Context: an optimization exercise on an open-source flow, tuned for small area, a short achievable clock period and few clock cycles. The choices shown serve that exercise and are no tape-out recipe. RTL that was checked went through simulation tests only; none was proved equivalent to the original. Power is estimated from default activity; no workload was simulated.

// lz4i_pixser
module lz4i_pixser (
    input  wire        clk,
    input  wire        rst,           
    input  wire        cmd_valid,
    output wire        cmd_ready,
    input  wire [7:0]  cmd_word,      
    input  wire [31:0] cmd_width,     
    input  wire [31:0] cmd_height,    
    input  wire [7:0]  cmd_bpp,
    input  wire [7:0]  cmd_planes,
    input  wire        in_valid,
    output wire        in_ready,
    input  wire [7:0]  in_data,
    output wire        out_valid,
    input  wire        out_ready,
    output wire [7:0]  out_data,
    output wire        done,
    output wire [7:0]  done_err,
    output wire [31:0] done_stride,
    output wire [63:0] done_psize
);
==> flow/config.mk <==
export PLATFORM = sky130hd
export DESIGN_NAME = lz4i_pixser
export DESIGN_NICKNAME = lz4i_pixser
export VERILOG_FILES = /design/flow/design.v
export SDC_FILE = /design/flow/constraint.sdc
export NUM_CORES = 4
export LEC_CHECK = 0
export CAP_MARGIN = 20
export CORE_MARGIN = 2
export CORE_UTILIZATION = 65
export PLACE_DENSITY = 0.75
export SLEW_MARGIN = 20
==> flow/constraint.sdc <==
create_clock -name core_clock -period 11.0 [get_ports {clk}]
set_input_delay 2.2000 -clock core_clock [delete_from_list [all_inputs] [get_ports {clk}]]
set_output_delay 2.2000 -clock core_clock [all_outputs]
set_load 0.01 [all_outputs]
standard.sh (not shown) runs the stock make flow with config.mk's settings and CLKGATE_MAP_FILE= SYNTH_SCRIPT=/design/flow/synth_recipe.tcl, a recipe that flattens the netlist after the stock synthesis.
==> flow/flow/run.sh <==
#!/bin/bash
set -euo pipefail
export BUFFER_PORTS_ARGS="-buffer_cell sky130_fd_sc_hd__buf_2"
bash standard.sh > standard.log 2>&1
==> next run, changes <==
CORE_UTILIZATION = 40   (was 65)
PLACE_DENSITY = 0.6   (was 0.75)
=>
- clock-buffer cell count goes up by 8
- via count goes down by 3.3%
- first-iteration DRC count goes down by 12%
- worst hold slack stays flat
- register-to-register slack improved by 0.17 ns
- combinational power hardly moves
Function was not checked in any run of this note: the RTL went through the layout flow alone.

* * *

lz4i_pixser, a different RTL version from the one above (not shown whole).
For scale: about 1500 cells after synthesis, ~260 flip-flops, about 15000 um2 of cells after synthesis.
## lz4i_pixser
module lz4i_pixser (
    input  wire        clk,
    input  wire        rst,           
    input  wire        cmd_valid,
    output wire        cmd_ready,
    input  wire [7:0]  cmd_word,      
    input  wire [31:0] cmd_width,     
    input  wire [31:0] cmd_height,    
    input  wire [7:0]  cmd_bpp,
    input  wire [7:0]  cmd_planes,
    input  wire        in_valid,
    output wire        in_ready,
    input  wire [7:0]  in_data,
    output wire        out_valid,
    input  wire        out_ready,
    output wire [7:0]  out_data,
    output wire        done,
    output wire [7:0]  done_err,
    output wire [31:0] done_stride,
    output wire [63:0] done_psize
);
export LEC_CHECK = 0
export CAP_MARGIN = 20
export CORE_MARGIN = 2
export CORE_UTILIZATION = 70
export CTS_CLUSTER_DIAMETER = 150
export CTS_CLUSTER_SIZE = 22
export PLACE_DENSITY = 0.8
export SLEW_MARGIN = 20
create_clock -name core_clock -period 11.0 [get_ports {clk}]
Scripts as last shown in full above: flow/flow/run.sh
Testbench counts at the start, summed over its fixed seeds: cycles 106,485.
==> next run, changes <==
==> flow/flow/run.sh (replaced) <==
#!/bin/bash
set -euo pipefail
export BUFFER_PORTS_ARGS="-buffer_cell sky130_fd_sc_hd__buf_1"
bash standard.sh > standard.log 2>&1
Settings changed: CORE_UTILIZATION 70 to 55, PLACE_DENSITY 0.8 to 0.7.
Core utilization decreases by 17 points.
Count of clock-buffer cells in the layout drops by 1.
Setup slack gets better by 10 ps.
==> next run, changes <==
==> flow/flow/run.sh (replaced) <==
#!/bin/bash
set -euo pipefail
export BUFFER_PORTS_ARGS="-buffer_cell sky130_fd_sc_hd__buf_2"
bash standard.sh > standard.log 2>&1
=>
- The changed run produced a clean layout
- area after synthesis is unchanged
- clock power hardly moves
- combinational power grows by a few percent
- cell area grows slightly
- core utilization grows by 1.0 points
==> next run, changes <==
Settings changed: CORE_UTILIZATION 55 to 40, PLACE_DENSITY 0.7 to 0.6.
Effect:
- The new run finished clean
- global-route usage is lower by 6.1 points
- synthesized area stays the same
- register-to-register slack gets worse by 60 ps
- worst setup slack degrades by 19 ps
- routed wire length came out higher by 8.0%

re-timing with driven ports:
No port has a modelled driver above. Below, the same layouts with a new extraction and two added sets of constraints. Step 1 (the two cells are an assumption about what drives the block):
set clk [get_ports {clk}]
set_driving_cell -lib_cell sky130_fd_sc_hd__clkbuf_16 $clk
set_driving_cell -lib_cell sky130_fd_sc_hd__buf_2 [delete_from_list [all_inputs] $clk]
Step 2 adds t to the input delays and takes it off the output delays; t is the mean of the earliest and latest rising clock arrival at the registers after step 1. Input paths then give back, and output paths get back, about the clock's delay inside the block. Slacks: no drivers / after step 1 / after step 2; pairs: no drivers / after step 1.
| run | t (ns) | setup WS [ns] | worst setup path after step 2 | worst slew at a driven data input, ns | cell pins on the clock port's net |
|---|---|---|---|---|---|
| the first run of note 1 | 0.593 | 7.071 / 7.071 / 7.071 | register to register | 0.08 | 1 |
| the second run of note 1 | 0.619 | 7.239 / 7.239 / 7.239 | register to register | 0.07 | 1 |
| the first run of note 2 | 0.545 | 7.613 / 7.588 / 7.563 | input to register | 0.08 | 1 |
| the second run of note 2 | 0.545 | 7.624 / 7.573 / 7.563 | input to register | 0.05 | 1 |
| the third run of note 2 | 0.548 | 7.617 / 7.567 / 7.623 | input to register | 0.06 | 1 |
| the fourth run of note 2 | 0.546 | 7.597 / 7.586 / 7.579 | input to register | 0.07 | 1 |
After both steps setup and hold are still met in every run listed. For the second run of note 2, which loses most, drivers alone change the setup slack by -0.051 ns; drivers and shift together by -0.061 ns.
